From an optimization exercise on the open Yosys and OpenROAD flow, aimed at small area; shortcuts taken in it are not production practice.
Function was checked by simulation only, so behaviour that the tests miss may differ from the original.
No activity file was given, so power comes from the tool's default toggle rates.

==> flow/design.v, too long to show whole: its modules and the start of the top module <==
// module text2matrix: 277 lines
// module t2m_fontrom: 3545 lines
module text2matrix (
    input  wire        clk,
    input  wire        rst,
    input  wire        invert,
    input  wire        cmd_valid,
    output wire        cmd_ready,
    input  wire [31:0] cmd,
    output wire [1:0]  status,
    output wire [7:0]  row,
    output wire [7:0]  col
);
  // ...
==> flow/flow/run.sh <==
#!/bin/bash
# Layout flow: the standard flow (standard.sh) with these changes:
#  - synthesis maps the logic with an area-oriented ABC script that maps it
#    five times over (flow/synth_wrap.tcl, flow/abc_small.script)
#    and leaves adders to ABC instead of mapping them to ha/fa cells first;
#  - clock tree synthesis inserts no dummy loads and builds larger sink clusters
#    from clkbuf_16 buffers;
#  - the buffer that placement puts on every input and output port is buf_1.
# Each make run's full output goes to its own log here; ORFS keeps each step's
# log under orfs/logs/.
set -euo pipefail
cd "$(dirname "$0")/.."
W=$(pwd)
export FLOW_SYNTH_TCL="$W/synth_recipe.tcl"
CTS="-sink_clustering_enable -repair_clock_nets -dont_use_dummy_load -buf_list {sky130_fd_sc_hd__clkbuf_16} -sink_clustering_size 32 -sink_clustering_max_diameter 60"
PORTS="-buffer_cell sky130_fd_sc_hd__buf_1"
SYN=("SYNTH_SCRIPT=$W/flow/synth_wrap.tcl" "ADDER_MAP_FILE=")
bash standard.sh "${SYN[@]}" synth > "$W/run_synth.log" 2>&1
bash standard.sh "${SYN[@]}" "CTS_ARGS=$CTS" "BUFFER_PORTS_ARGS=$PORTS" finish > "$W/run_layout.log" 2>&1
==> flow/flow/abc_small.script <==
strash
dc2
dc2
dc2
&get -n
&dch -f
&nf -R 1000
&put
strash
dc2
&get -n
&dch -f
&nf -R 1000
&put
strash
dc2
&get -n
&dch -f
&nf -R 1000
&put
strash
dc2
&get -n
&dch -f
&nf -R 1000
&put
strash
dc2
&get -n
&dch -f
&nf -R 1000
&put
==> flow/flow/synth_wrap.tcl <==
# The standard synthesis (synth_recipe.tcl, named by FLOW_SYNTH_TCL), with
# flow/abc_small.script, an area-oriented script, as the ABC script of its
# technology mapping. Nothing else changes: the same passes, the same registers.
set abc_small [file join [file dirname [file normalize [info script]]] abc_small.script]
proc abc {args} {
    global abc_small
    set i [lsearch -exact $args -script]
    if {$i >= 0} {
        lset args [expr {$i + 1}] $abc_small
    }
    yosys abc {*}$args
}
source $::env(FLOW_SYNTH_TCL)
==> flow/standard.sh <==
#!/bin/bash
# synth_recipe.tcl (not shown) runs the flow's synth.tcl, then flattens the netlist and writes it again
# the make line also repeats each setting of config.mk as NAME=value (left out here)
make -C /OpenROAD-flow-scripts/flow DESIGN_CONFIG=/design/flow/config.mk WORK_HOME=/design/flow/orfs CLKGATE_MAP_FILE= SYNTH_SCRIPT=/design/flow/synth_recipe.tcl "${@:-finish}"
==> flow/config.mk <==
export PLATFORM = sky130hd
export DESIGN_NAME = text2matrix
export DESIGN_NICKNAME = text2matrix
export VERILOG_FILES = /design/flow/design.v
export SDC_FILE = /design/flow/constraint.sdc
export NUM_CORES = 4
export LEC_CHECK = 0
export CAP_MARGIN = 20
export CORE_MARGIN = 2
export CORE_UTILIZATION = 50
export GPL_TIMING_DRIVEN = 0
export PLACE_DENSITY = 0.6
export SLEW_MARGIN = 20
==> flow/constraint.sdc <==
create_clock -name core_clock -period 14.0 [get_ports {clk}]
set_input_delay 2.8000 -clock core_clock [delete_from_list [all_inputs] [get_ports {clk}]]
set_output_delay 2.8000 -clock core_clock [all_outputs]
set_load 0.01 [all_outputs]
==> flow_summary.rst, run 1 <==
.. list-table::
   :header-rows: 1

   * - Metric
     - Value
   * - Max frequency
     - between 150 and 200 MHz
   * - Status
     - timing/DRC/antenna clean
   * - Worst-case hold path end point
     - txr[187]$_DFF_P_
   * - Remaining global-route overflow
     - 0
   * - Top flip-flop cell by instance count after synthesis
     - sky130_fd_sc_hd__dfxtp_1
   * - Final weighted congestion in routability-driven placement
     - between 0.9 and 1
   * - Area taken by flip-flops and latches
     - between 0.01 and 0.015 mm^2
   * - Critical Path End Type
     - flop
   * - Sequential fraction of the synthesis area
     - about two thirds
   * - Power spent charging and discharging nets
     - a little under 0.9 mW
   * - Worst path max stage delay
     - between 0.6 and 0.7 ns
   * - List of most frequent post-synthesis cells
     - sky130_fd_sc_hd__dfxtp_1, sky130_fd_sc_hd__o21ai_0, sky130_fd_sc_hd__nand2_1
   * - Number of DRC violations after detailed-routing iteration 0
     - about 1600
   * - Required time worst endpoint
     - ~14 ns
   * - Most area-hungry cell class in the final design
     - sequential cells
   * - Average detailed-routed wire length per instance
     - around 25 um
   * - # rows
     - 67
   * - Multi-input gate share of the layout cell area
     - between 20% and 30%
   * - Total number of H-tree levels
     - 1
   * - Number of buffers added by the clock tree synthesis step
     - 26
   * - Drc violations
     - 0
   * - Diodes inserted
     - 0
   * - Portion of netlist area occupied by mux cells
     - 0.318%
   * - Layout overhead on the synthesized area
     - 10.4%
   * - Pwr Density
     - between 150 and 200 mW/mm^2
   * - Count of unique library cells instantiated by Yosys
     - between 60 and 70
   * - Basic-gate share of the synthesized area counting and, or, nand and nor cells
     - approximately an eighth
   * - Gr busiest metal
     - met2
==> module text2matrix, before the edit <==
module text2matrix (
    input  wire        clk,
    input  wire        rst,
    input  wire        invert,
    input  wire        cmd_valid,
    output wire        cmd_ready,
    input  wire [31:0] cmd,
    output wire [1:0]  status,
    output wire [7:0]  row,
    output wire [7:0]  col
);
    localparam [5:0] BLANK = 6'd3;
    localparam [5:0] TERM  = 6'd63;
    localparam [2:0] S_IDLE  = 3'd0;
    localparam [2:0] S_WTXT  = 3'd1;
    localparam [2:0] S_WFRM  = 3'd2;
    localparam [2:0] S_ENC   = 3'd3;
    localparam [2:0] S_INIT  = 3'd4;
    localparam [2:0] S_FILL  = 3'd5;
    localparam [2:0] S_SYNC  = 3'd6;
    localparam [2:0] S_SHOW  = 3'd7;
    reg  [5:0]   t;           
    reg  [191:0] txr;         
    reg  [191:0] snr;         
    reg  [63:0]  ufr;         
    reg          inv;
    reg          pbv;
    reg  [2:0]   st;
    reg          draw;
    reg          render;
    reg          wphase;      
    reg          term;        
    reg  [5:0]   len;
    reg  [15:0]  arg;         
    reg  [2:0]   o;           
    reg  [2:0]   rp;          
    reg          pend;        
    reg  [5:0]   w0, w1, w2;  
    reg          pv;          
    reg  [5:0]   pidx;        
    reg  [7:0]   sh;          
    reg  [7:0]   cf;          
    reg  [2:0]   s;           
    reg          rv;          
    wire         busy = st != S_IDLE;
    assign cmd_ready = ~busy;
    assign status    = {pbv, busy};
    assign row       = (rv ? (8'd1 << s) : 8'd0) ^ {8{inv}};
    assign col       = cf;
    wire [3:0]  op  = cmd[31:28];
    wire [3:0]  rsv = cmd[27:24];
    wire [15:0] a16 = cmd[23:8];
    wire [7:0]  a8  = cmd[7:0];
    wire accept = cmd_valid && !busy;
    wire ok_wtxt    = rsv == 4'd0 && op == 4'h1 && a16 < 16'd32;
    wire ok_wfrm    = rsv == 4'd0 && op == 4'h2 && a16 < 16'd8;
    wire ok_encode  = rsv == 4'd0 && op == 4'h3 && a8 == 8'd0 && a16 <= 16'd32 && !pbv;
    wire ok_animate = rsv == 4'd0 && op == 4'h4 && a16 == 16'd0 && a8 != 8'd0 && pbv;
    wire ok_release = rsv == 4'd0 && op == 4'h5 && a16 == 16'd0 && a8 == 8'd0 && pbv;
    wire ok_render  = rsv == 4'd0 && op == 4'h6 && a16 <= 16'd32 && a8 != 8'd0 && !pbv;
    wire ok_draw    = rsv == 4'd0 && op == 4'h7 && a8 == 8'd0;
    function [5:0] nsl_of(input [7:0] sp);
        if      (sp > 8'd100) nsl_of = 6'd0;
        else if (sp > 8'd33)  nsl_of = 6'd1;
        else if (sp > 8'd20)  nsl_of = 6'd2;
        else if (sp > 8'd14)  nsl_of = 6'd3;
        else if (sp > 8'd11)  nsl_of = 6'd4;
        else if (sp > 8'd9)   nsl_of = 6'd5;
        else if (sp > 8'd7)   nsl_of = 6'd6;
        else if (sp > 8'd6)   nsl_of = 6'd7;
        else if (sp > 8'd5)   nsl_of = 6'd8;
        else if (sp > 8'd4)   nsl_of = 6'd10;
        else if (sp > 8'd3)   nsl_of = 6'd13;
        else if (sp > 8'd2)   nsl_of = 6'd17;
        else if (sp > 8'd1)   nsl_of = 6'd25;
        else                  nsl_of = 6'd50;
    endfunction
    function [8:0] endpos(input [5:0] L);
        endpos =
            L == 6'd0 ? {6'd2, 3'd0} :
            L == 6'd1 ? {6'd3, 3'd2} :
            L == 6'd2 ? {6'd4, 3'd4} :
            L == 6'd3 ? {6'd6, 3'd0} :
            L == 6'd4 ? {6'd6, 3'd0} :
            L == 6'd5 ? {6'd7, 3'd2} :
            L == 6'd6 ? {6'd8, 3'd4} :
            L == 6'd7 ? {6'd10, 3'd0} :
            L == 6'd8 ? {6'd10, 3'd0} :
            L == 6'd9 ? {6'd11, 3'd2} :
            L == 6'd10 ? {6'd12, 3'd4} :
            L == 6'd11 ? {6'd14, 3'd0} :
            L == 6'd12 ? {6'd14, 3'd0} :
            L == 6'd13 ? {6'd15, 3'd2} :
            L == 6'd14 ? {6'd16, 3'd4} :
            L == 6'd15 ? {6'd18, 3'd0} :
            L == 6'd16 ? {6'd18, 3'd0} :
            L == 6'd17 ? {6'd19, 3'd2} :
            L == 6'd18 ? {6'd20, 3'd4} :
            L == 6'd19 ? {6'd22, 3'd0} :
            L == 6'd20 ? {6'd22, 3'd0} :
            L == 6'd21 ? {6'd23, 3'd2} :
            L == 6'd22 ? {6'd24, 3'd4} :
            L == 6'd23 ? {6'd26, 3'd0} :
            L == 6'd24 ? {6'd26, 3'd0} :
            L == 6'd25 ? {6'd27, 3'd2} :
            L == 6'd26 ? {6'd28, 3'd4} :
            L == 6'd27 ? {6'd30, 3'd0} :
            L == 6'd28 ? {6'd30, 3'd0} :
            L == 6'd29 ? {6'd31, 3'd2} :
            L == 6'd30 ? {6'd32, 3'd4} :
            L == 6'd31 ? {6'd34, 3'd0} :
                          {6'd34, 3'd0};
    endfunction
    function [5:0] code_of(input [7:0] ch);
        if (ch == 8'd0)                 code_of = TERM;
        else if (ch[7:6] != 2'b01)      code_of = BLANK;
        else if (ch[5:0] == 6'd63)      code_of = 6'd1;
        else                            code_of = ch[5:0];
    endfunction
    wire [3:0] pos  = {1'b0, o} + {1'b0, t[2:0]};
    wire [1:0] wsel = (pos >= 4'd12) ? 2'd2 : (pos >= 4'd6) ? 2'd1 : 2'd0;
    wire [3:0] gcol = pos - (wsel == 2'd2 ? 4'd12 : wsel == 2'd1 ? 4'd6 : 4'd0);
    wire [5:0] wch  = wsel == 2'd2 ? w2 : wsel == 2'd1 ? w1 : w0;
    wire       gbit;
    t2m_fontrom u_rom (.ch(wch), .r(rp), .c(gcol[2:0]), .o(gbit));
    wire [2:0] utap = t[5:3] - rp;
    wire       ubit = ufr[{utap, 3'b000}];
    wire [7:0] sh_n = {sh[6:0], ~((draw ? ubit : gbit) ^ inv)};
    wire        bnd    = t[3:0] == 4'd15;
    wire [14:0] dec    = arg[15:1] - 15'd1;
    wire        more   = draw ? (arg > 16'd2) : (arg[7:0] > 8'd2);
    wire [5:0]  nsl    = nsl_of(arg[15:8]);
    wire        last_k = {pidx, o} == endpos(len);
    wire        fetch  = !pv && t[4:0] == pidx[4:0];
    wire        tx_wr  = st == S_WTXT && t[4:0] == arg[4:0];
    wire [5:0]  tx0    = txr[5:0];
    wire        sn_wr  = st == S_ENC && wphase;
    wire [5:0]  sn_d   = (term || tx0 == TERM || {1'b0, t[4:0]} >= len) ? BLANK : tx0;
    wire        uf_wr  = st == S_WFRM && (wphase || t[5:0] == {arg[2:0], 3'b000});
    always @(posedge clk) begin
        txr <= {txr[185:0], txr[191:186]};
        if (tx_wr)
            txr[11:6] <= code_of(arg[15:8]);
        snr <= {snr[185:0], snr[191:186]};
        if (sn_wr)
            snr[11:6] <= sn_d;
        ufr <= {ufr[62:0], ufr[63]};
        if (uf_wr)
            ufr[1] <= arg[4'd15 - {1'b0, t[2:0]}];
        sh <= sh_n;
    end
    always @(posedge clk) begin
        if (rst) begin
            inv    <= invert;
            t      <= 6'd0;
            pbv    <= 1'b0;
            st     <= S_IDLE;
            rv     <= 1'b0;
            cf     <= {8{~invert}};
        end else begin
            t <= t + 6'd1;
            if (fetch) begin
                w2 <= pidx[5] ? BLANK : snr[5:0];
                pv <= 1'b1;
            end
            case (st)
            S_IDLE: begin
                if (accept) begin
                    draw   <= 1'b0;
                    render <= ok_render;
                    wphase <= 1'b0;
                    arg    <= {ok_draw ? a16[15:8] : a8, a16[7:0]};
                    if (ok_encode || ok_render)
                        len <= a16[5:0];
                    if (ok_release)
                        pbv <= 1'b0;
                    if (ok_draw)
                        draw <= 1'b1;
                    if (ok_wtxt)
                        st <= S_WTXT;
                    if (ok_wfrm)
                        st <= S_WFRM;
                    if (ok_encode || ok_render)
                        st <= S_ENC;
                    if (ok_animate || ok_draw)
                        st <= S_INIT;
                end
            end
            S_WTXT: begin
                if (tx_wr) begin
                    st   <= S_IDLE;
                end
            end
            S_WFRM: begin
                if (uf_wr)
                    wphase <= 1'b1;
                if (wphase && t[2:0] == 3'd7) begin
                    st   <= S_IDLE;
                end
            end
            S_ENC: begin
                if (sn_wr)
                    term <= term || tx0 == TERM;
                if (t[4:0] == 5'd31) begin
                    term   <= 1'b0;
                    wphase <= 1'b1;
                    if (wphase) begin
                        pbv <= 1'b1;
                        if (render)
                            st <= S_INIT;
                        else begin
                            st   <= S_IDLE;
                        end
                    end
                end
            end
            S_INIT: begin
                rp   <= 3'd0;
                o    <= 3'd5;
                w0   <= BLANK;
                w1   <= BLANK;
                pv   <= 1'b0;
                pidx <= 6'd0;
                if (!draw)
                    arg[7:0] <= {1'b0, nsl, 1'b0};
                if (draw ? arg == 16'd0 : nsl == 6'd0) begin
                    if (render)
                        pbv <= 1'b0;
                    st <= S_IDLE;
                end else
                    st <= draw ? S_SYNC : S_FILL;
            end
            S_FILL: begin
                if (pv)
                    st <= S_SYNC;
            end
            S_SYNC: begin
                pend <= 1'b1;
                if (t[3:0] == 4'd7)
                    st <= S_SHOW;
            end
            S_SHOW: begin
                if (bnd) begin
                    if (!pend) begin
                        if (render)
                            pbv <= 1'b0;
                        st <= S_IDLE;
                    end else begin
                        cf <= sh_n;
                        s  <= rp;
                        rv <= 1'b1;
                        if (more) begin
                            arg[7:0] <= {dec[6:0], arg[0]};
                            if (draw)
                                arg[15:8] <= dec[14:7];
                            rp   <= rp + 3'd1;
                        end else if (draw || last_k) begin
                            pend <= 1'b0;
                        end else begin
                            arg[7:0] <= {1'b0, nsl, 1'b0};
                            rp <= 3'd0;
                            if (o == 3'd5) begin
                                o    <= 3'd0;
                                w0   <= w1;
                                w1   <= w2;
                                pv   <= 1'b0;
                                pidx <= pidx + 6'd1;
                            end else
                                o <= o + 3'd1;
                        end
                    end
                end
            end
            endcase
        end
    end
endmodule
==> run 2, diff against run 1 <==
--- a/flow/design.v
+++ b/flow/design.v
@@ -37,5 +37,4 @@
     reg          pend;        
     reg  [5:0]   w0, w1, w2;  
-    reg          pv;          
     reg  [5:0]   pidx;        
     reg  [7:0]   sh;          
@@ -132,5 +131,5 @@
     wire [5:0]  nsl    = nsl_of(arg[15:8]);
     wire        last_k = {pidx, o} == endpos(len);
-    wire        fetch  = !pv && t[4:0] == pidx[4:0];
+    wire        fetch  = t[4:0] == pidx[4:0];
     wire        tx_wr  = st == S_WTXT && t[4:0] == arg[4:0];
     wire [5:0]  tx0    = txr[5:0];
@@ -160,8 +159,6 @@
         end else begin
             t <= t + 6'd1;
-            if (fetch) begin
+            if (fetch)
                 w2 <= pidx[5] ? BLANK : snr[5:0];
-                pv <= 1'b1;
-            end
             case (st)
             S_IDLE: begin
@@ -220,5 +217,4 @@
                 w0   <= BLANK;
                 w1   <= BLANK;
-                pv   <= 1'b0;
                 pidx <= 6'd0;
                 if (!draw)
@@ -232,5 +228,5 @@
             end
             S_FILL: begin
-                if (pv)
+                if (fetch)
                     st <= S_SYNC;
             end
@@ -264,5 +260,4 @@
                                 w0   <= w1;
                                 w1   <= w2;
-                                pv   <= 1'b0;
                                 pidx <= pidx + 6'd1;
                             end else
--- a/flow/flow/run.sh
+++ b/flow/flow/run.sh
@@ -5,5 +5,5 @@
 #    and leaves adders to ABC instead of mapping them to ha/fa cells first;
 #  - clock tree synthesis inserts no dummy loads and builds larger sink clusters
-#    from clkbuf_16 buffers;
+#    from clkbuf_8 buffers;
 #  - the buffer that placement puts on every input and output port is buf_1.
 # Each make run's full output goes to its own log here; ORFS keeps each step's
@@ -13,5 +13,5 @@
 W=$(pwd)
 export FLOW_SYNTH_TCL="$W/synth_recipe.tcl"
-CTS="-sink_clustering_enable -repair_clock_nets -dont_use_dummy_load -buf_list {sky130_fd_sc_hd__clkbuf_16} -sink_clustering_size 32 -sink_clustering_max_diameter 60"
+CTS="-sink_clustering_enable -repair_clock_nets -dont_use_dummy_load -buf_list {sky130_fd_sc_hd__clkbuf_8} -sink_clustering_size 21 -sink_clustering_max_diameter 45"
 PORTS="-buffer_cell sky130_fd_sc_hd__buf_1"
 SYN=("SYNTH_SCRIPT=$W/flow/synth_wrap.tcl" "ADDER_MAP_FILE=")
--- a/flow/config.mk
+++ b/flow/config.mk
@@ -6,8 +6,8 @@
 export NUM_CORES = 4
 export LEC_CHECK = 0
-export CAP_MARGIN = 20
+export CAP_MARGIN = 5
 export CORE_MARGIN = 2
 export CORE_UTILIZATION = 50
 export GPL_TIMING_DRIVEN = 0
 export PLACE_DENSITY = 0.6
-export SLEW_MARGIN = 20
+export SLEW_MARGIN = 5
==> run 2 against run 1 <==
Area after synthesis is 0.29% lower. Still clean. Critical endpoint unchanged. Critical path depth stayed put. Core utilization is 0.65 points lower. Combinational power is 77% lower. Sequential share of layout area is 0.71 points higher.
==> flow_summary.rst, run 2 <==
.. list-table::
   :header-rows: 1

   * - Metric
     - Value
   * - # rows
     - 67 (unchanged)
   * - Leading area contributor after synthesis
     - sky130_fd_sc_hd__dfxtp_1 (unchanged)
   * - Avg Vias per Cell
     - 6.03 (was 6.21)
   * - Root buf cell
     - sky130_fd_sc_hd__clkbuf_8 (was sky130_fd_sc_hd__clkbuf_16)
   * - Post_cts resized
     - 0 (unchanged)
   * - Synthesized netlist net count
     - 1580 (was 1561)
   * - Period Utilization, post-route
     - 45.6% (was 46.1%)
   * - Final clock skew
     - 0.0752 ns (was 0.0885 ns)
   * - Sequential fraction of the synthesis area
     - 67.5% (about the same)
   * - Die width
     - 188 um (about the same)
   * - Critical Path End Type
     - flop (unchanged)
   * - Maximum number of pins on one net before global-route repair
     - 34 (was 62)
   * - Cell area after technology mapping
     - 0.0169 mm^2 (about the same)
   * - Number of violations of the max-capacitance limit
     - 0 (unchanged)
   * - RSZ-0062 raised after global routing
     - no (unchanged)
   * - Fin. max-slew vios
     - 0 (unchanged)
   * - Global-route wire length before repair
     - 75100 um (was 76600 um)
   * - Power after layout
     - 2.35 mW (was 3.01 mW)
   * - Post-Route Setup TNS
     - 0 ns (unchanged)
   * - Vias in the first global route
     - 12200 (was 12100)
   * - Hold_buf cts
     - 0 (unchanged)
   * - Synth Warn #
     - 1 (unchanged)
   * - Largest registers
     - snr x192, txr x192, ufr x64 (unchanged)
   * - Final antenna-violating net count
     - 0 (unchanged)
   * - Diodes inserted
     - 0 (unchanged)
   * - Max_slew headroom
     - 11.9% (was 24.0%)
   * - Core footprint
     - 0.0334 mm^2 (about the same)
   * - Final hold violation count
     - 0 (unchanged)
   * - Share of layout cells above drive strength 1
     - 3.82% (was 3.77%)
   * - Max frequency
     - 157 MHz (was 155 MHz)
   * - Max clock buf depth
     - 3 (unchanged)
   * - Initial antenna violation count
     - 0 (was 1)
   * - Final setup violation count
     - 0 (unchanged)
   * - Most common cell after layout, fill and taps aside
     - sky130_fd_sc_hd__dfxtp_1 (unchanged)
   * - Peak supply drop
     - 0.127 mV (was 0.124 mV)
   * - Final weighted congestion in routability-driven placement
     - 1.03 (was 0.947)
   * - Class of the most critical setup path
     - reg2reg (unchanged)
   * - Average detailed-routed wire length per instance
     - 23.7 um (was 24.6 um)
   * - Number of synthesized flops with an enable pin
     - 69 (was 70)
   * - Final HPWL DP
     - 35000 um (was 34800 um)
   * - Cell area reported after detailed placement
     - 0.0179 mm^2 (was 0.0180 mm^2)
   * - Drc violations
     - 0 (unchanged)
   * - Post-synthesis instance total
     - 1544 (was 1525)
   * - Total wirelength of the detailed-routed design
     - 49800 um (was 50900 um)
   * - Die H
     - 188 um (about the same)
   * - List of most frequent post-synthesis cells
     - sky130_fd_sc_hd__dfxtp_1, sky130_fd_sc_hd__nand2_1, sky130_fd_sc_hd__nor2_1 (was sky130_fd_sc_hd__dfxtp_1, sky130_fd_sc_hd__o21ai_0, sky130_fd_sc_hd__nand2_1)
   * - Area fraction of the dominant cell type after synthesis
     - 55.2% (was 55.1%)
   * - Setup Fix Bufs, Post-CTS
     - 0 (unchanged)
   * - Total number of H-tree levels
     - 2 (was 1)
   * - Dominant cell by count in the synthesized netlist
     - sky130_fd_sc_hd__dfxtp_1 (unchanged)
   * - Clock sink total
     - 535 (was 536)
   * - Flip-flop and latch count after synthesis
     - 535 (was 536)
   * - Arrival time reported for the critical path endpoint
     - 6.67 ns (was 6.77 ns)
   * - Transition at the pin with the smallest max-transition slack
     - 1.32 ns (was 1.14 ns)
   * - Path category of the worst min-delay check
     - reg2reg (unchanged)
   * - Total GRT Usage
     - 28.4% (was 28.5%)
   * - Fraction of registers with async set or reset after synthesis
     - 0% (unchanged)
   * - Post-Synthesis Mean Instance Area
     - 10.9 um^2 (was 11.1 um^2)
   * - Remaining global-route overflow
     - 0 (unchanged)
   * - Layout overhead on the synthesized area
     - 9.16% (was 10.4%)
   * - Port Buffer Count
     - 54 (unchanged)
   * - Clock slew seen by the registers of the worst setup and hold paths
     - 0.11 ns (about the same)
   * - Worst-Skew Late Latency
     - 0.58 ns (was 0.60 ns)
   * - Die Area
     - 0.0353 mm^2 (was 0.0354 mm^2)
   * - Commonest cells after routing, fill and taps aside
     - sky130_fd_sc_hd__dfxtp_1, sky130_fd_sc_hd__nand2_1, sky130_fd_sc_hd__nor2_1 (was sky130_fd_sc_hd__dfxtp_1, sky130_fd_sc_hd__o21ai_0, sky130_fd_sc_hd__nand2_1)
   * - Required time worst endpoint
     - 14.29 ns (was 14.31 ns)
   * - Number of buffers added by the clock tree synthesis step
     - 36 (was 26)
   * - Number of DRC violations after detailed-routing iteration 0
     - 1482 (was 1603)
   * - Final Instance Area
     - 0.0184 mm^2 (was 0.0187 mm^2)
   * - Layout Nets
     - 1686 (was 1658)
   * - TritonCTS clock tree
     - done (unchanged)
   * - Critical path launch point type
     - flop (unchanged)
   * - Largest fanout on the critical path
     - 29 (was 23)
   * - Status
     - timing/DRC/antenna clean (unchanged)
   * - Pwr Density
     - 127 mW/mm^2 (was 161 mW/mm^2)
   * - Count of unique library cells instantiated by Yosys
     - 59 (was 64)
   * - Crit path time final
     - 6.38 ns (was 6.46 ns)
   * - I/O pin count
     - 55 (unchanged)
   * - Number of detailed-route iterations in the first pass
     - 6 (was 7)
   * - Leak pwr
     - 6.62 nW (was 6.74 nW)
   * - Synth top area cells
     - sky130_fd_sc_hd__dfxtp_1, sky130_fd_sc_hd__edfxtp_1, sky130_fd_sc_hd__nand2_1 (was sky130_fd_sc_hd__dfxtp_1, sky130_fd_sc_hd__edfxtp_1, sky130_fd_sc_hd__o21ai_0)
   * - Total via count in the routed design
     - 12600 (was 12800)
   * - Starting Density
     - 50.6% (was 50.7%)
   * - Top flip-flop cell by instance count after synthesis
     - sky130_fd_sc_hd__dfxtp_1 (unchanged)
[run 2: cell families (layout without fill, tap and decap cells)]
logic type,Yosys count,in the layout,share of synthesized area [%]
simple gates,511,511,13.7
fa+ha+maj,2,2,0.118
xor+xnor,40,40,2.07
compound gates,424,424,15.6
mux,5,5,0.385
buf+inv,27,131,0.644
flops,535,535,67.5
[run 2: worst paths after layout]
check,slack (ns),to,from,cells past startpoint
worst max-delay path,7.62,cf[0]$_DFFE_PP_,rp[1]$_SDFFCE_PN0P_,18
worst min-delay path,0.26,snr[154]$_DFF_P_,snr[148]$_DFF_P_,0
worst max register to register,7.62,cf[0]$_DFFE_PP_,rp[1]$_SDFFCE_PN0P_,18
worst min register to register,0.26,snr[154]$_DFF_P_,snr[148]$_DFF_P_,0
[run 2: metrics by stage]
stage / instances / hold WS (ns) / util (%) / worst slack [ns]
final: 2096 / 0.258 / 55.3 / 7.62
after global routing: 2096 / 0.245 / 55.3 / 7.27
after CTS: 2096 / 0.252 / 55.3 / 7.83
after detailed placement: 2060 / 0.312 / 53.8 / 7.83
after global placement: 2046 / 0.310 / 52.9 / 2.53
after floorplan: 1544 / 0.310 / - / 7.46
[run 2: cell type report]
cell class | instances | area [um^2]
Clock buffer | 36 | 495
Fill cell | 2928 | 14900
Multi-Input combinational cell | 982 | 5450
Tap cell | 448 | 561
Timing Repair Buffer | 68 | 429
Buffer | 2 | 15.0
Sequential cell | 535 | 11400
Inverter | 25 | 93.8
[run 2: metal layers]
layer,vias to the layer above,track usage (%),part of all wire [%]
met2,717,42.5,43
met4,0,18.1,7.4
met5,-,0.549,0
li1,5777,-,-
met3,228,6.44,8.8
met1,5926,37.2,41
[run 2: worst max-delay path, stage by stage, from the launching register on]
cell	delay [ns]
sky130_fd_sc_hd__edfxtp_1	1.22
sky130_fd_sc_hd__nor2_1	0.52
sky130_fd_sc_hd__nor2_1	0.77
sky130_fd_sc_hd__nor2_1	0.39
sky130_fd_sc_hd__nor2_1	0.52
sky130_fd_sc_hd__nor2_1	0.06
sky130_fd_sc_hd__o21ai_0	0.10
sky130_fd_sc_hd__a22oi_1	0.13
sky130_fd_sc_hd__a31oi_1	0.20
sky130_fd_sc_hd__a21oi_1	0.09
sky130_fd_sc_hd__o41ai_1	0.99
sky130_fd_sc_hd__nand3_1	0.21
sky130_fd_sc_hd__nand3_1	0.16
sky130_fd_sc_hd__o21a_1	0.13
sky130_fd_sc_hd__o21ai_0	0.15
sky130_fd_sc_hd__nand2_1	0.18
sky130_fd_sc_hd__xor2_1	0.10
sky130_fd_sc_hd__nand2b_1	0.09
sky130_fd_sc_hd__nand2_1	0.06
[run 2: power breakdown]
group          total, mW  switching (mW)  internal, mW  leakage [nW]
logic              0.129          0.0896        0.0397          1.95
registers           1.58          0.0128          1.57          4.41
clock network      0.641           0.408         0.233         0.259
==> run 3, diff against run 2 <==
--- a/flow/flow/run.sh
+++ b/flow/flow/run.sh
@@ -13,5 +13,5 @@
 W=$(pwd)
 export FLOW_SYNTH_TCL="$W/synth_recipe.tcl"
-CTS="-sink_clustering_enable -repair_clock_nets -dont_use_dummy_load -buf_list {sky130_fd_sc_hd__clkbuf_8} -sink_clustering_size 21 -sink_clustering_max_diameter 45"
+CTS="-sink_clustering_enable -repair_clock_nets -dont_use_dummy_load -buf_list {sky130_fd_sc_hd__clkbuf_8} -sink_clustering_size 18 -sink_clustering_max_diameter 50"
 PORTS="-buffer_cell sky130_fd_sc_hd__buf_1"
 SYN=("SYNTH_SCRIPT=$W/flow/synth_wrap.tcl" "ADDER_MAP_FILE=")
==> run 3 against run 2 <==
Area after synthesis stayed put. Power up 0.95%. Cell count grew 0.19%. Non-clock buffer count unchanged. Sequential cell count did not move. Worst hold slack lost 0.0031 ns. Sequential share of layout area is 0.15 points lower. First-iteration DRC count up 3.1%. Global-route usage grew 0.069 points. Largest cell class unchanged. Combinational power about the same. Critical path type unchanged. Highest routed layer unchanged. Still clean on timing, DRC and antenna. Critical path depth rose by 5. Clock skew increased by 0.015 ns.
==> flow_summary.rst, run 3 <==
.. list-table::
   :header-rows: 1

   * - Metric
     - Value
   * - Pwr Density
     - 128 mW/mm^2 (was 127 mW/mm^2)
   * - Class of the most critical setup path
     - reg2reg (unchanged)
   * - I/O pin count
     - 55 (unchanged)
   * - Synthesized netlist net count
     - 1580 (unchanged)
   * - Max_slew headroom
     - 11.8% (was 11.9%)
   * - Worst path max stage delay
     - 0.65 ns (was 1.22 ns)
   * - Starting Density
     - 50.6% (unchanged)
   * - Commonest cells after routing, fill and taps aside
     - sky130_fd_sc_hd__dfxtp_1, sky130_fd_sc_hd__nand2_1, sky130_fd_sc_hd__nor2_1 (unchanged)
   * - Root buf cell
     - sky130_fd_sc_hd__clkbuf_8 (unchanged)
   * - Leak pwr
     - 6.64 nW (was 6.62 nW)
   * - Die Area
     - 0.0353 mm^2 (unchanged)
   * - Crit path cell chain
     - nand2_1, o21ai_0, nand3_1, nand2_1, nor2_1, a221o_2, buf_12, nor2_1, nand2_1, nor2_1, a21oi_1, a31oi_1, a32oi_1, nor2_1, nor4_1, o21ai_0, nand3_1, o21a_1, o21ai_0, nand2_1, xor2_1, nand2b_1, nand2_1 (was nor2_1, nor2_1, nor2_1, nor2_1, nor2_1, o21ai_0, a22oi_1, a31oi_1, a21oi_1, o41ai_1, nand3_1, nand3_1, o21a_1, o21ai_0, nand2_1, xor2_1, nand2b_1, nand2_1)
   * - Final antenna-violating net count
     - 0 (unchanged)
   * - Worst-Skew Late Latency
     - 0.58 ns (about the same)
   * - Post-synthesis instance total
     - 1544 (unchanged)
   * - Cell area after technology mapping
     - 0.0169 mm^2 (unchanged)
   * - Avg Vias per Cell
     - 6.03 (about the same)
   * - Required time worst endpoint
     - 14.27 ns (was 14.29 ns)
   * - Final clock skew
     - 0.0900 ns (was 0.0752 ns)
   * - R2R Path End
     - cf[0]$_DFFE_PP_ (unchanged)
   * - # rows
     - 67 (unchanged)
   * - Register-to-Register Setup Slack
     - 7.58 ns (was 7.62 ns)
   * - Status
     - timing/DRC/antenna clean (unchanged)
   * - Max clock buf depth
     - 3 (unchanged)
   * - List of most frequent post-synthesis cells
     - sky130_fd_sc_hd__dfxtp_1, sky130_fd_sc_hd__nand2_1, sky130_fd_sc_hd__nor2_1 (unchanged)
   * - Total number of H-tree levels
     - 2 (unchanged)
   * - Most used cell, CP
     - sky130_fd_sc_hd__nand2_1 (was sky130_fd_sc_hd__nor2_1)
   * - Met3 wirelength from detailed routing
     - 4330 um (was 4360 um)
   * - Synth top area cells
     - sky130_fd_sc_hd__dfxtp_1, sky130_fd_sc_hd__edfxtp_1, sky130_fd_sc_hd__nand2_1 (unchanged)
   * - Detailed route wirelength on metal2
     - 21400 um (was 21200 um)
   * - Clock sink total
     - 535 (unchanged)
   * - Remaining global-route overflow
     - 0 (unchanged)
   * - Core footprint
     - 0.0334 mm^2 (unchanged)
   * - Final setup violation count
     - 0 (unchanged)
   * - Launching point of the worst reg2reg path
     - t[0]$_SDFF_PP0_ (was rp[1]$_SDFFCE_PN0P_)
   * - Period Utilization, post-route
     - 45.9% (was 45.6%)
   * - Fraction of registers with async set or reset after synthesis
     - 0% (unchanged)
   * - Post_cts resized
     - 0 (unchanged)
   * - Path category of the worst min-delay check
     - reg2reg (unchanged)
   * - Hold_buf cts
     - 0 (unchanged)
   * - Total GRT Usage
     - 28.4% (about the same)
   * - Sequential fraction of the synthesis area
     - 67.5% (unchanged)
   * - Final hold violation count
     - 0 (unchanged)
   * - Count of unique library cells instantiated by Yosys
     - 59 (unchanged)
   * - Layout overhead on the synthesized area
     - 9.42% (was 9.16%)
   * - Die H
     - 188 um (unchanged)
   * - Number of violations of the max-capacitance limit
     - 0 (unchanged)
   * - Peak supply drop
     - 0.125 mV (was 0.127 mV)
   * - Setup Fix Bufs, Post-CTS
     - 0 (unchanged)
   * - Critical path launch point type
     - flop (unchanged)
   * - Largest registers
     - snr x192, txr x192, ufr x64 (unchanged)
   * - Number of cells on the worst reg-to-reg path
     - 23 (was 18)
   * - Crit path time final
     - 6.42 ns (was 6.38 ns)
   * - Average detailed-routed wire length per instance
     - 23.7 um (about the same)
   * - Arrival time reported for the critical path endpoint
     - 6.69 ns (was 6.67 ns)
   * - Number of buffers added by the clock tree synthesis step
     - 39 (was 36)
   * - Share of layout cells above drive strength 1
     - 4.00% (was 3.82%)
   * - Post-Route Setup TNS
     - 0 ns (unchanged)
   * - Synth Warn #
     - 1 (unchanged)
   * - Top flip-flop cell by instance count after synthesis
     - sky130_fd_sc_hd__dfxtp_1 (unchanged)
   * - TritonCTS clock tree
     - done (unchanged)
   * - Number of detailed-route iterations in the first pass
     - 6 (unchanged)
   * - Port Buffer Count
     - 54 (unchanged)
   * - Initial antenna violation count
     - 0 (unchanged)
   * - Critical Path End Type
     - flop (unchanged)
   * - Fin. max-slew vios
     - 0 (unchanged)
   * - Number of DRC violations after detailed-routing iteration 0
     - 1528 (was 1482)
   * - Highest signal layer in the routed design
     - met4 (unchanged)
   * - RSZ-0062 raised after global routing
     - no (unchanged)
   * - Depth of the worst hold-timing path
     - 0 (unchanged)
   * - Met1 wire length
     - 20400 um (was 20500 um)
   * - Die width
     - 188 um (unchanged)
   * - Transition at the pin with the smallest max-transition slack
     - 1.32 ns (about the same)
   * - Max frequency
     - 156 MHz (was 157 MHz)
   * - Largest fanout on the critical path
     - 32 (was 29)
   * - Number of synthesized flops with an enable pin
     - 69 (unchanged)
   * - Area fraction of the dominant cell type after synthesis
     - 55.2% (unchanged)
   * - Layout Nets
     - 1689 (was 1686)
   * - Worst-case hold path end point
     - snr[142]$_DFF_P_ (was snr[154]$_DFF_P_)
   * - Most common cell after layout, fill and taps aside
     - sky130_fd_sc_hd__dfxtp_1 (unchanged)
   * - Total via count in the routed design
     - 12700 (was 12600)
   * - Flip-flop and latch count after synthesis
     - 535 (unchanged)
   * - Dominant cell by count in the synthesized netlist
     - sky130_fd_sc_hd__dfxtp_1 (unchanged)
   * - Post-Synthesis Mean Instance Area
     - 10.9 um^2 (unchanged)
   * - Hold_sp
     - snr[136]$_DFF_P_ (was snr[148]$_DFF_P_)
   * - Share of the core filled with cells
     - 55.4% (was 55.3%)
   * - Crit path max-delay cell type
     - sky130_fd_sc_hd__dfxtp_1 (was sky130_fd_sc_hd__edfxtp_1)
   * - Drc violations
     - 0 (unchanged)
   * - Total wirelength of the detailed-routed design
     - 49700 um (was 49800 um)
   * - Final HPWL DP
     - 35000 um (unchanged)
   * - Clock slew seen by the registers of the worst setup and hold paths
     - 0.10 ns (was 0.11 ns)
   * - Leading area contributor after synthesis
     - sky130_fd_sc_hd__dfxtp_1 (unchanged)
   * - Global-route wire length before repair
     - 75400 um (was 75100 um)
   * - Vias in the first global route
     - 12300 (was 12200)
   * - Maximum number of pins on one net before global-route repair
     - 34 (unchanged)
   * - Final weighted congestion in routability-driven placement
     - 1.03 (unchanged)
run 3: metrics by stage:
stage	cells	instance area, um^2	hold slack, ns	total power [mW]	worst slack [ns]
floorplan	1544	16900	0.310	1.68	7.46
global placement	2046	17700	0.310	1.74	2.53
detailed placement	2060	17900	0.312	1.74	7.83
CTS	2099	18500	0.247	2.39	7.80
global route	2099	18500	0.262	2.46	7.25
finish	2100	18500	0.255	2.37	7.58
run 3: worst max-delay path by stage:
stage	start	to	slack, ns	cells after the start
after floorplan	t[0]$_SDFF_PP0_	cf[0]$_DFFE_PP_	7.46	22
after global placement	t[0]$_SDFF_PP0_	cf[0]$_DFFE_PP_	2.53	19
after detailed placement	t[0]$_SDFF_PP0_	cf[0]$_DFFE_PP_	7.83	23
after CTS	t[0]$_SDFF_PP0_	cf[0]$_DFFE_PP_	7.80	23
after global routing	t[0]$_SDFF_PP0_	cf[0]$_DFFE_PP_	7.25	23
final	t[0]$_SDFF_PP0_	cf[0]$_DFFE_PP_	7.58	23
run 3: area by class of cell:
type,count,area [um^2]
Inverter,25,93.8
Antenna cell,1,2.50
Multi-Input combinational cell,982,5450
Buffer,2,15.0
Sequential cell,535,11400
Tap cell,448,561
Fill cell,2911,14900
Clock buffer,39,537
Timing Repair Buffer,68,429
run 3: layer usage:
| metal | vias up | global-route usage [%] |
|---|---|---|
| met5 | - | 0.549 |
| met4 | 0 | 18.7 |
| met3 | 203 | 6.05 |
| met2 | 690 | 42.5 |
| met1 | 5970 | 37.4 |
| li1 | 5791 | - |
run 3: logic make-up after synthesis:
family | share of synthesized area [%]
AO/OA/AOI/OAI | 15.6
XOR/XNOR | 2.07
adder cells (fa/ha/maj) | 0.118
buffers and inverters | 0.644
flip-flops | 67.5
multiplexers | 0.385
AND/OR/NAND/NOR | 13.7
run 3: worst max-delay path: cells and delay by family, from the launching register on:
family / cells / cell delay (ns)
buf+inv: 1 / 0.22
xor+xnor: 1 / 0.19
flops: 1 / 0.65
simple gates: 13 / 3.00
compound gates: 8 / 2.05
run 3: report_power, final:
part	total [mW]	leakage, nW	switching [mW]	internal, mW
Sequential	1.58	4.41	0.0129	1.57
Clock	0.664	0.280	0.413	0.251
Combinational	0.129	1.95	0.0892	0.0397
Total	2.37	6.64	0.515	1.86

==> port drivers added, routing unchanged <==
The results above use ideal ports. As a check the final layouts listed here were re-extracted and re-timed, cells and wires unchanged. Step 1, drivers: a clkbuf_16 drives clk and a buf_2 each remaining input, both assumed. Step 2 adds t to the input delays and takes it off the output delays; t is the mean of the earliest and latest rising clock arrival at the registers after step 1. Input paths then give back, and output paths get back, about the clock's delay inside the block. Three values: ideal ports, drivers, drivers and shift; two values: the first two.
run	t, ns	slack for setup (ns)	worst slew at a driven data input, ns	pins driven straight from the clock port
run 1	0.580	7.541 / 7.541 / 7.541	0.04	1
run 2	0.578	7.619 / 7.619 / 7.619	0.04	1
run 3	0.573	7.577 / 7.577 / 7.577	0.04	1
After both steps setup and hold are still met in every run listed.
